Source: an optimization exercise on an open RTL-to-GDS flow (aim: small area, a short achievable clock period and few clock cycles per item). Production flows keep margins and buffers that such runs may drop.
The RTL was checked by simulation tests, not by an equivalence proof against the original design.
Power and IR drop assume default switching activity.

$ cat config.mk
export PLATFORM = sky130hd
export DESIGN_NAME = bpp_codec
export DESIGN_NICKNAME = bpp_codec
export VERILOG_FILES = /design/flow/design.v
export SDC_FILE = /design/flow/constraint.sdc
export NUM_CORES = 4
export LEC_CHECK = 0
export CAP_MARGIN = 20
export CORE_MARGIN = 2
export CORE_UTILIZATION = 40
export SLEW_MARGIN = 20
$ cat constraint.sdc
create_clock -name core_clock -period 11.0 [get_ports {clk}]
set_input_delay 2.2000 -clock core_clock [delete_from_list [all_inputs] [get_ports {clk}]]
set_output_delay 2.2000 -clock core_clock [all_outputs]
set_load 0.01 [all_outputs]
$ cat design.v
module bpp_codec (
    input  wire        clk,
    input  wire        rst,
    input  wire        cmd_valid,
    output wire        cmd_ready,
    input  wire        cmd_unpack,
    input  wire [1:0]  cmd_fam,
    input  wire [5:0]  cmd_bw,
    input  wire [31:0] cmd_init,
    input  wire        in_valid,
    output wire        in_ready,
    input  wire [31:0] in_data,
    output wire        out_valid,
    input  wire        out_ready,
    output wire [31:0] out_data,
    output reg         res_valid,
    output reg  [2:0]  res_err,
    output reg  [5:0]  res_bw,
    output reg  [31:0] res_seed,
    output reg  [7:0]  res_count,
    output reg  [5:0]  res_nrec
);
    localparam T_P = 2'd0;    
    localparam T_U = 2'd1;    
    localparam T_X = 2'd2;    
    function [31:0] lomask5;   
        input [4:0] n;
        integer b;
        begin
            for (b = 0; b < 32; b = b + 1) lomask5[b] = (b < n);
        end
    endfunction
    function [31:0] lomask6;   
        input [5:0] n;
        integer b;
        begin
            for (b = 0; b < 32; b = b + 1) lomask6[b] = (b < n);
        end
    endfunction
    reg  [1023:0] ring;
    reg  [4:0]    ph;                  
    wire [31:0]   tap = ring[31:0];
    wire [4:0]    wa  = ph - 5'd1;     
    wire          l2_we;
    reg  [31:0]   l2_d;
    always @(posedge clk) begin
        ring[1023:992] <= ring[31:0];
        ring[991:960]  <= l2_we ? l2_d : ring[1023:992];
        ring[959:0]    <= ring[991:32];
    end
    always @(posedge clk) begin
        if (rst) ph <= 5'd0;
        else     ph <= ph + 5'd1;
    end
    reg [31:0] q0, q1, q2;
    reg [1:0]  qn;
    reg        i_valid;
    reg        i_unpack;
    reg [1:0]  i_fam;
    reg [5:0]  i_bw;
    reg [31:0] i_init;
    reg [2:0]  i_err;
    reg [5:0]  i_pu;         
    reg        u_init_pend;  
    reg        l_valid;
    reg [1:0]  l_fam;
    reg [5:0]  l_bw;         
    reg [5:0]  l_pu;
    reg [5:0]  l_j;          
    reg        l_zero;
    reg [31:0] l_prev;
    reg [31:0] or_acc;
    reg [4:0]  l_base;
    reg        l2_valid, l2_first, l2_tag;
    reg [4:0]  l2_addr;
    reg        e_valid;
    reg [1:0]  e_type;
    reg [1:0]  e_fam;
    reg [5:0]  e_bw;
    reg        e_bwv;
    reg        e_auto;
    reg [2:0]  e_err;
    reg [4:0]  e_addr;
    reg [4:0]  e_base;
    reg [5:0]  e_j;
    reg [4:0]  e_p;
    reg [4:0]  e_amt;
    reg [5:0]  e_pu, e_po;
    reg        b_valid;
    reg [1:0]  b_type;
    reg [1:0]  b_fam;
    reg [5:0]  b_bw;
    reg [2:0]  b_err;
    reg        b_first, b_last, b_cross;
    reg [4:0]  b_p;
    reg [31:0] rot_reg;
    reg [31:0] acc;
    reg [31:0] seed_e;
    reg        out_full, o_token, o_last;
    reg [1:0]  o_type;
    reg [1:0]  o_fam;
    reg [5:0]  o_bw;
    reg [2:0]  o_err;
    reg [31:0] out_reg;
    reg [1:0]  r_type;
    reg [1:0]  r_fam;
    reg [5:0]  r_bw;
    reg [2:0]  r_err;
    reg [31:0] r_seed;
    assign cmd_ready = ~i_valid & ~u_init_pend;
    wire cmd_fire = cmd_valid & cmd_ready;
    wire [2:0] cmd_err = (cmd_bw > 6'd32) ? 3'd3 :
                         (cmd_unpack && cmd_bw == 6'd0) ? 3'd4 : 3'd0;
    wire own_e = (e_pu != 6'd0);
    wire own_l = ~own_e & (l_pu != 6'd0);
    wire own_i = ~own_e & ~own_l & (i_pu != 6'd0);
    assign in_ready = (qn != 2'd3) & ((e_pu != 6'd0) | (l_pu != 6'd0) | (i_pu != 6'd0));
    wire push = in_valid & in_ready;
    wire q0v = (qn != 2'd0);
    wire q1v = qn[1];
    wire        l_first = (l_j == 6'd0);
    wire [31:0] cur     = q0;
    wire [31:0] sub     = (l_fam == 2'd0) ? 32'd0 :
                          (l_fam == 2'd1) ? 32'd1 :
                          (l_first ? cur : l_prev);
    wire [32:0] dd      = {1'b0, cur} - {1'b0, sub};
    wire        lt      = dd[32];
    wire [31:0] tf      = (l_fam == 2'd3) ? {dd[30:0] ^ {31{lt}}, lt} : dd[31:0];
    wire [31:0] wd      = (l_fam[1] & l_first) ? cur : tf;
    wire [4:0] widx = wa - e_base;
    wire live = e_valid & (e_type == T_P) & ~l2_tag & ({1'b0, widx} >= e_j);
    assign l2_we = l2_valid & (l2_first | (wa == l2_addr)) & ~live;
    wire l1_fire = l_valid & (l_j != 6'd32) & (e_po == 6'd0) & q0v & (~l2_valid | l2_we);
    reg [5:0] enc_bw;
    integer k;
    always @(*) begin
        enc_bw = 6'd1;
        for (k = 1; k < 32; k = k + 1)
            if (or_acc[k]) enc_bw = k[5:0] + 6'd1;
    end
    wire [5:0] bw_now = (e_auto & ~e_bwv) ? enc_bw : e_bw;
    wire [6:0] need   = {2'b00, e_p} + {1'b0, bw_now};
    wire       span   = (need > 7'd32);
    wire       adv    = (need >= 7'd32);
    wire b_fire;
    wire a_ok = ~b_valid | b_fire;
    wire a_fire_p = e_valid & (e_type == T_P) & (ph == e_addr) & a_ok;
    wire a_fire_u = e_valid & (e_type == T_U) & q0v & (~span | q1v) & a_ok;
    wire a_fire_x = e_valid & (e_type == T_X) & a_ok;
    wire a_fire   = a_fire_p | a_fire_u | a_fire_x;
    wire u_pop    = a_fire_u & adv;
    wire q_pop    = u_pop | l1_fire;
    wire e_last      = (e_type == T_X) | (e_j == 6'd31);
    wire e_free      = ~e_valid | (a_fire & e_last);
    wire [31:0] lo_p   = lomask5(e_p);
    wire [31:0] bmask  = lomask6(e_bw);
    wire [31:0] merge  = (q0 & ~lo_p) | (q1 & lo_p);
    wire        raw0   = (e_j == 6'd0) & e_fam[1];
    wire [31:0] pmask  = (e_auto | raw0) ? 32'hFFFF_FFFF : bmask;
    wire        e_isu  = (e_type == T_U);
    wire [31:0] xa     = e_isu ? merge : (tap & pmask);
    wire [63:0] xx     = {xa, xa} >> e_amt;
    wire [31:0] ra     = xx[31:0];
    wire [31:0] rot_nx = e_isu ? (ra & bmask) : ra;
    wire b_out = (b_type != T_P) | b_cross;
    wire o_consume = out_full & ~res_valid & (o_token | out_ready);
    wire o_free = ~out_full | o_consume;
    wire seed_block = b_first & (b_type == T_P) & out_full & o_last & ~o_consume;
    assign b_fire = b_valid & (~b_out | o_free) & ~seed_block;
    wire [31:0] v     = rot_reg;
    wire [31:0] y     = (b_fam == 2'd3) ? {v[0], v[31:1] ^ {31{v[0]}}} : v;
    wire [31:0] ubase = (b_fam == 2'd0) ? 32'd0 : (b_fam == 2'd1) ? 32'd1 : acc;
    wire [31:0] usum  = ubase + y;
    wire [31:0] pc    = (b_first & b_fam[1]) ? 32'd0 : rot_reg;
    wire [31:0] lo_b  = lomask5(b_p);
    wire [31:0] wf    = (b_first ? 32'd0 : acc) | (pc & ~lo_b);
    wire [31:0] sp    = pc & lo_b;
    assign out_valid = out_full & ~o_token & ~res_valid;
    assign out_data  = out_reg;
    wire l_done_now = l_valid & ((l_j == 6'd32) | (l1_fire & (l_j == 6'd31)));
    wire l_to_e     = l_done_now & e_free;
    wire zero_fin   = l_zero | (l1_fire & (l_fam == 2'd1) & lt);
    wire i_isp      = ~i_unpack & (i_err == 3'd0);
    wire i_to_l     = i_valid & i_isp & (~l_valid | l_to_e);
    wire i_to_e     = i_valid & ~i_isp & ~l_valid & e_free;
    wire [5:0] e_pu_n = e_pu - {5'd0, push & own_e};
    wire [5:0] l_pu_n = l_pu - {5'd0, push & own_l};
    wire [5:0] i_pu_n = i_pu - {5'd0, push & own_i};
    wire [1:0] qn_pop = qn - {1'b0, q_pop};
    wire [31:0] qa = q_pop ? q1 : q0;
    wire [31:0] qb = q_pop ? q2 : q1;
    always @(posedge clk) begin
        q0 <= (push && qn_pop == 2'd0) ? in_data : qa;
        q1 <= (push && qn_pop == 2'd1) ? in_data : qb;
        q2 <= (push && qn_pop == 2'd2) ? in_data : q2;
        if (cmd_fire) begin
            i_unpack <= cmd_unpack;
            i_fam    <= cmd_fam;
            i_bw     <= cmd_bw;
            i_init   <= cmd_init;
            i_err    <= cmd_err;
        end
        if (i_to_l) begin
            l_fam <= i_fam;
            l_bw  <= i_bw;
        end
        if (l1_fire) begin
            l_prev <= cur;
            or_acc <= l_first ? tf : (or_acc | tf);
            l2_d   <= wd;
            l2_first <= l_first;
        end
        if (l2_we) begin
            l2_addr <= ph;
            if (l2_first) l_base <= wa;
        end
        if (l_to_e) begin
            e_fam  <= l_fam;
            e_bw   <= l_bw;
            e_auto <= (l_bw == 6'd0);
            e_err  <= zero_fin ? 3'd5 : 3'd0;
            e_base <= l_base;
            e_addr <= l_base;
        end else if (i_to_e) begin
            e_fam  <= i_fam;
            e_bw   <= i_bw;
            e_auto <= 1'b0;
            e_err  <= i_err;
        end else if (e_valid & ~e_bwv) begin
            e_bw   <= enc_bw;
        end
        if (l_to_e | i_to_e) begin
            e_j   <= 6'd0;
            e_p   <= 5'd0;
            e_amt <= 5'd0;
        end else if (a_fire) begin
            e_j   <= e_j + 6'd1;
            e_p   <= need[4:0];
            e_amt <= e_isu ? need[4:0] : (5'd0 - need[4:0]);
            e_addr <= e_addr + 5'd1;
        end
        if (a_fire) begin
            b_type  <= e_type;
            b_fam   <= e_fam;
            b_bw    <= bw_now;
            b_err   <= e_err;
            b_first <= (e_j == 6'd0);
            b_last  <= e_last;
            b_cross <= adv;
            b_p     <= e_p;
            rot_reg <= rot_nx;
        end
        if (b_fire) begin
            if (b_type == T_U) begin
                out_reg <= usum;
                acc     <= usum;
            end else if (b_type == T_P) begin
                if (b_cross) begin
                    out_reg <= wf;
                    acc     <= sp;
                end else begin
                    acc     <= wf;
                end
                if (b_first) seed_e <= b_fam[1] ? rot_reg : 32'd0;
            end
            if (b_out) begin
                o_token <= (b_type == T_X);
                o_last  <= b_last;
                o_type  <= b_type;
                o_fam   <= b_fam;
                o_bw    <= (b_type == T_X) ? 6'd0 : b_bw;
                o_err   <= b_err;
            end
        end
        if (a_fire_u & (e_j == 6'd0))
            acc <= i_init;
        if (o_consume & o_last) begin
            r_type <= o_type;
            r_fam  <= o_fam;
            r_bw   <= o_bw;
            r_err  <= o_err;
            r_seed <= (o_type == T_P) ? seed_e : 32'd0;
        end
    end
    always @(posedge clk) begin
        if (rst) begin
            qn          <= 2'd0;
            i_valid     <= 1'b0;
            i_pu        <= 6'd0;
            u_init_pend <= 1'b0;
            l_valid     <= 1'b0;
            l_pu        <= 6'd0;
            l_j         <= 6'd0;
            l_zero      <= 1'b0;
            l2_valid    <= 1'b0;
            l2_tag      <= 1'b0;
            e_valid     <= 1'b0;
            e_type      <= T_X;
            e_bwv       <= 1'b0;
            e_pu        <= 6'd0;
            e_po        <= 6'd0;
            b_valid     <= 1'b0;
            out_full    <= 1'b0;
            res_valid   <= 1'b0;
        end else begin
            qn <= qn_pop + {1'b0, push};
            if (cmd_fire) begin
                i_valid <= 1'b1;
                i_pu    <= (cmd_err != 3'd0) ? 6'd0 : (cmd_unpack ? cmd_bw : 6'd32);
            end else if (i_to_l | i_to_e) begin
                i_valid <= 1'b0;
                i_pu    <= 6'd0;
            end else begin
                i_pu    <= i_pu_n;
            end
            if (i_to_e & i_unpack & (i_err == 3'd0))
                u_init_pend <= 1'b1;
            else if (a_fire_u & (e_j == 6'd0))
                u_init_pend <= 1'b0;
            if (i_to_l) begin
                l_valid <= 1'b1;
                l_pu    <= i_pu_n;
                l_j     <= 6'd0;
                l_zero  <= 1'b0;
            end else if (l_to_e) begin
                l_valid <= 1'b0;
                l_pu    <= 6'd0;
            end else begin
                l_pu    <= l_pu_n;
                if (l1_fire) begin
                    l_j    <= l_j + 6'd1;
                    l_zero <= zero_fin;
                end
            end
            if (l1_fire)
                l2_valid <= 1'b1;
            else if (l2_we)
                l2_valid <= 1'b0;
            if (l_to_e)
                l2_tag <= 1'b1;
            else if (l1_fire)
                l2_tag <= 1'b0;
            if (l_to_e) begin
                e_valid <= 1'b1;
                e_type  <= zero_fin ? T_X : T_P;
                e_bwv   <= (l_bw != 6'd0);
                e_pu    <= 6'd0;
                e_po    <= 6'd0;
            end else if (i_to_e) begin
                e_valid <= 1'b1;
                e_type  <= (i_err != 3'd0) ? T_X : T_U;
                e_bwv   <= 1'b1;
                e_pu    <= i_pu_n;
                e_po    <= (i_err != 3'd0) ? 6'd0 : i_bw;
            end else begin
                if (a_fire & e_last)
                    e_valid <= 1'b0;
                if (e_valid)
                    e_bwv <= 1'b1;
                e_pu <= e_pu_n;
                e_po <= e_po - {5'd0, u_pop};
            end
            if (a_fire)
                b_valid <= 1'b1;
            else if (b_fire)
                b_valid <= 1'b0;
            if (b_fire & b_out)
                out_full <= 1'b1;
            else if (o_consume)
                out_full <= 1'b0;
            res_valid <= o_consume & o_last;
        end
    end
    always @(*) begin
        res_err   = r_err;
        res_bw    = r_bw;
        res_seed  = r_seed;
        res_count = (r_type == T_X) ? 8'd0 :
                    ((r_type == T_U) && (r_fam == 2'd2)) ? 8'd32 : {r_bw, 2'b00};
        res_nrec  = ((r_type == T_U) && r_fam[0]) ? 6'd32 : 6'd0;
    end
endmodule
$ cat run.sh
#!/bin/bash
# synth_recipe.tcl (not shown) runs the flow's synth.tcl, then flattens the netlist and writes it again
# the make line also repeats each setting of config.mk as NAME=value (left out here)
make -C /OpenROAD-flow-scripts/flow DESIGN_CONFIG=/design/flow/config.mk WORK_HOME=/design/flow/orfs CLKGATE_MAP_FILE= SYNTH_SCRIPT=/design/flow/synth_recipe.tcl finish
==> summary.txt <==
Yosys:
- After synthesis the netlist holds a flip-flop and latch count of 1573.
- The cell count after synthesis is 4127.
- Of all flip-flops after synthesis, the portion carrying an async set or reset was 0%.
- The mapped netlist covers 52700 um^2.
- By area the synthesized netlist is led by sky130_fd_sc_hd__dfxtp_1 (42%), sky130_fd_sc_hd__edfxtp_1 (27%), sky130_fd_sc_hd__nand2_1 (2.8%).
- Sequential elements use 68.8% of the synthesized area.
- Yosys mapped the design onto 89 distinct sky130hd cell types.
- The largest total area in the synthesized netlist belongs to sky130_fd_sc_hd__dfxtp_1.
- The synthesized area per cell is 12.8 um^2.
- In the synthesized netlist the dominant register cell turns out to be sky130_fd_sc_hd__dfxtp_1.
- The number of enable flip-flop cells after synthesis is 479.
- The share of the synthesized area in the top cell type is 41.5%.
- The number of warning messages in the yosys log is 1.

Placement:
- The routability congestion estimate from global placement is 0.927.
- The number of placed instances, taps included, is 5913.
- The port buffer count is 161.
- Detailed placement ended at an HPWL of 84600 um.

Drt:
- In this run, the number of DRC markers left after iteration 0 of detailed routing was 2619.
- The final route contains 31500 vias.
- The detailed-router iteration count before antenna repair is 7.
- Using the TritonRoute via totals, the vias-per-cell ratio works out to 5.08.
- The aggregate routed wire length is 122000 um.
- For this run, design rule violations remaining after detail routing come to 0.
- In the final routed layout, each cell accounts on average for 19.7 um.
- In this run the remaining antenna-violating nets after routing total 0.

Run status:
- The run finished with no timing, DRC or antenna violations.

Setup path:
- For this run, the slowest stage of the critical path takes 0.67 ns.
- The required time of the critical path is 11.66 ns.
- The buffers plus inverters on the worst setup path is 0.
- The maximum fanout count along the critical path is 21.
- The kind of cell adding the most delay to the critical path is compound AO/OA/AOI/OAI gates.
- Walking the worst path, the cells encountered are o31ai_1, a211oi_1, o31ai_1, a21boi_0, o31ai_1, a211oi_1, o31a_1, nor3_1, a21oi_1, fa_1, nor2b_1, o21a_1, nor2_1, and4_1, o21ba_1, o31ai_4, and2_1, a21o_1, nand2_1, a211oi_1.
- For the worst setup path, the data arrival time is 6.93 ns.
- The endpoint class of the critical path is a flip-flop.
- The critical setup path kind is flip-flop to flip-flop.
- For this design, the slowest cell found on the critical path is sky130_fd_sc_hd__and2_1.
- The worst setup path is launched from a flip-flop.
- Across all register-to-register paths, the minimum setup slack is 4.73 ns.

Global routing:
- The pin count of the biggest net entering global routing is 78.
- The initial antenna violation count is 3.
- The via count of the first global-routing pass is 30400.
- Global routing finished with a remaining overflow of 0.
- The combined global-route utilization of all metal layers is 17.9%.
- The first global-routing pass estimated 186000 um of wire.

Cells and area:
- The area occupied by multi-input gates is 15400 um^2.
- After the last flow step, the layout net total stands at 4489.
- Counting the fill cells in the layout gives 11700.
- The largest register by flop count is ring.
- The post-route netlist has 11.2% of its cells at a drive strength greater than 1.
- Leaving out filler cells and counting taps, the final layout contains 6196.
- Summing all flip-flop and latch instances after layout gives 36300 um^2.
- The signed area change from the synthesized netlist to the final layout is 16.7%.
- The number of flip-flops in the largest register is 1024.

Clock network:
- The clock transition at the register clock pins on the worst setup and hold paths after CTS is 0.06 ns.
- The total clock buffers created by CTS is 152.
- The tree is rooted in a sky130_fd_sc_hd__clkbuf_16.
- No sink is reached through more buffers than the 3 on the longest clock path.
- The clock reaches the later pin of the worst-skew pair after 0.79 ns.
- The clock tree from TritonCTS is built.
- The number of gates resized after CTS was 0.
- The TritonCTS sink count is 1573.
- Post-CTS timing repair inserted 0 buffers for setup.
- The H-tree was split into 4 levels.
- The hold buffer count at cts is 0.

Floorplan:
- The core outline area is 131000 um^2.
- Measured along the y axis, the die boundary spans 367 um.
- The starting utilization of the core area is 40.2%.
- 169 I/O pins were placed.
- Row generation in the floorplan step produced 133 rows.
- The die outline width is 367 um.
- The floorplan step defined a die boundary enclosing 135000 um^2.

Power and ir drop:
- For this design the static power due to leakage is 23.4 nW.
- The proportion of total power due to net switching is 30.1%.
- Per report_power, the clock group accounts for 33.6% of the total.
- The design internal power is 11.0 mW.
- Sequential cells account for 43.1% of the total power.
- The cell area power density is 256 nW/um^2.
- The worst-case IR drop observed on VDD is 0.159 mV.
- For this design the total switching power over the nets is 4.75 mW.
- The part of the total power dissipated in combinational logic is 23.4%.

Timing:
- In this run the tightest slew margin relative to its limit is 26.1%.
- Counting I/O delays and the setup requirement, the final critical path takes 6.27 ns.
- The number of failing hold endpoints at the final stage is 0.
- Setup violations remaining at the end of the flow were counted as 0.
- The pin slew with the least headroom to its limit is 1.11 ns.
- For the final database, setup skew stands at 0.0539 ns.
- The max-slew violation total from the final report is 0.
- Setup repair after global routing left no endpoint under its margin.
- The highest clock frequency the design can meet is 159 MHz.
- Summed over all failing endpoints, the final setup total negative slack is 0 ns.
- The final cycle utilization of the critical path is 57.0%.

Job:
- The max-cap check violation count is 0.

Worst hold path:
- The worst min-delay path class is flip-flop to flip-flop.
-- layout by cell type, fill, tap and decap left out, types with 20 or more instances in the layout --
master	instances
sky130_fd_sc_hd__dfxtp_1	1093
sky130_fd_sc_hd__edfxtp_1	479
sky130_fd_sc_hd__nand2_1	387
sky130_fd_sc_hd__nor2_1	301
sky130_fd_sc_hd__a21oi_1	188
sky130_fd_sc_hd__clkdlybuf4s50_1	161
sky130_fd_sc_hd__clkbuf_16	160
sky130_fd_sc_hd__mux2_2	129
sky130_fd_sc_hd__and2_1	121
sky130_fd_sc_hd__xnor2_1	117
sky130_fd_sc_hd__mux2i_1	104
sky130_fd_sc_hd__o21ai_0	99
sky130_fd_sc_hd__ha_1	95
sky130_fd_sc_hd__inv_1	92
sky130_fd_sc_hd__a21o_1	58
sky130_fd_sc_hd__nand3_1	58
sky130_fd_sc_hd__a31oi_1	48
sky130_fd_sc_hd__xor2_1	44
sky130_fd_sc_hd__a211oi_1	42
sky130_fd_sc_hd__buf_4	41
sky130_fd_sc_hd__nor3_1	33
sky130_fd_sc_hd__clkbuf_1	33
sky130_fd_sc_hd__o31ai_1	32
sky130_fd_sc_hd__mux4_2	30
sky130_fd_sc_hd__clkbuf_8	30
sky130_fd_sc_hd__o21ai_1	24
sky130_fd_sc_hd__nand2b_1	23
sky130_fd_sc_hd__o22ai_1	21
sky130_fd_sc_hd__nor2b_1	20
sky130_fd_sc_hd__o21a_1	20
-- path summary, 6_finish.rpt --
| check | from | depth (start not counted) | to |
|---|---|---|---|
| hold / removal | ring[221] | 0 | ring[189] |
| setup reg to reg | or_acc[4] | 20 | e_amt[3] |
| setup / recovery | or_acc[4] | 20 | e_amt[3] |
| hold reg to reg | ring[221] | 0 | ring[189] |
-- logic make-up after synthesis --
group	share of synthesized area, %
XOR/XNOR	2.67
flip-flops	68.8
other	0.00711
buffers and inverters	2.09
multiplexers	6.12
AO/OA/AOI/OAI	8.69
AND/OR/NAND/NOR	9.18
adder cells (fa/ha/maj)	2.41
-- area by class of cell --
class / instances / area share, %
flip-flops and latches: 1573 / 59.0
multi-input cells: 2286 / 25.1
clock buffers: 223 / 7.38
well taps: 1755 / 3.57
repair buffers: 202 / 3.12
clock inverters: 59 / 1.25
inverters: 97 / 0.594
diodes: 1 / 0.00407
-- worst reg2reg max path, cell delays in order, from the launching register on --
cell                       delay (ns)
sky130_fd_sc_hd__edfxtp_1        0.44
sky130_fd_sc_hd__o31ai_1         0.26
sky130_fd_sc_hd__a211oi_1        0.11
sky130_fd_sc_hd__o31ai_1         0.28
sky130_fd_sc_hd__a21boi_0        0.16
sky130_fd_sc_hd__o31ai_1         0.29
sky130_fd_sc_hd__a211oi_1        0.14
sky130_fd_sc_hd__o31a_1          0.30
sky130_fd_sc_hd__nor3_1          0.23
sky130_fd_sc_hd__a21oi_1         0.10
sky130_fd_sc_hd__fa_1            0.46
sky130_fd_sc_hd__nor2b_1         0.14
sky130_fd_sc_hd__o21a_1          0.12
sky130_fd_sc_hd__nor2_1          0.07
sky130_fd_sc_hd__and4_1          0.20
sky130_fd_sc_hd__o21ba_1         0.23
sky130_fd_sc_hd__o31ai_4         0.36
sky130_fd_sc_hd__and2_1          0.67
sky130_fd_sc_hd__a21o_1          0.51
sky130_fd_sc_hd__nand2_1         0.62
sky130_fd_sc_hd__a211oi_1        0.44
-- per-layer routing --
metal  global-route usage, %  vias to the layer above  share of wire [%]
li1                        -                    14900                  -
met1                    25.5                    15200                 47
met2                    27.0                     1099                 44
met3                    3.53                      228                6.7
met4                    6.79                        0                3.1
met5                       0                        -                  0
-- through the flow --
step                      worst slack [ns]  power, mW  utilization (%)  cell area, um^2  hold WS (ns)
after floorplan                       3.82       9.45                -            52700         0.310
after global placement                4.79       10.5             42.9            56200         0.310
after detailed placement              4.75       10.5             42.9            56200         0.312
after CTS                             4.72       15.9             46.9            61500         0.287
after global routing                  4.24       16.5             46.9            61500         0.294
final                                 4.73       15.8             46.9            61500         0.294
-- cells in the mapped netlist (44+ instances only) --
library cell,number
sky130_fd_sc_hd__dfxtp_1,1094
sky130_fd_sc_hd__edfxtp_1,479
sky130_fd_sc_hd__nand2_1,389
sky130_fd_sc_hd__nor2_1,303
sky130_fd_sc_hd__a21oi_1,188
sky130_fd_sc_hd__mux2_2,129
sky130_fd_sc_hd__clkbuf_1,125
sky130_fd_sc_hd__and2_1,123
sky130_fd_sc_hd__xnor2_1,117
sky130_fd_sc_hd__mux2i_1,104
sky130_fd_sc_hd__o21ai_0,99
sky130_fd_sc_hd__ha_1,95
sky130_fd_sc_hd__inv_1,93
sky130_fd_sc_hd__a21o_1,58
sky130_fd_sc_hd__nand3_1,58
sky130_fd_sc_hd__a31oi_1,49
sky130_fd_sc_hd__xor2_1,44
-- power groups by stage --
stage	Clock, mW	Sequential [mW]	Combinational [mW]
6_report	5.29	6.78	3.68
5_1_grt	5.66	6.81	4.05
4_1_cts	5.44	6.78	3.65
3_5_place_dp	0	6.90	3.63
3_3_place_gp	0	6.90	3.58
2_1_floorplan	0	6.69	2.76
Testbench counts, summed over its fixed seeds: cycles 41,964, blocks 1,024.

==> port drivers added, routing unchanged <==
The flow's constraints put no driver on any port. The routed layout listed below was extracted and timed again, unchanged, in two steps.
Step 1, drivers: a clkbuf_16 drives clk and a buf_2 each remaining input, both assumed.
Step 2, shift: input delay + t, output delay - t, t = (earliest + latest rising clock arrival at the registers) / 2. This alone moves slack from input paths to output paths.
Slacks: ideal / step 1 / step 2; pairs: ideal / step 1.
shift t [ns]: 0.841
slack for setup (ns): 4.729 / 4.729 / 4.729
hold slack, ns: 0.294 / 0.294 / 0.294
worst register clock-pin slew, ns: 0.07 / 0.07
pins driven straight from the clock port: 1
After both steps setup and hold are still met in this run. The setup slack of this run moves by 0.000 ns with the drivers and by 0.000 ns with both steps.
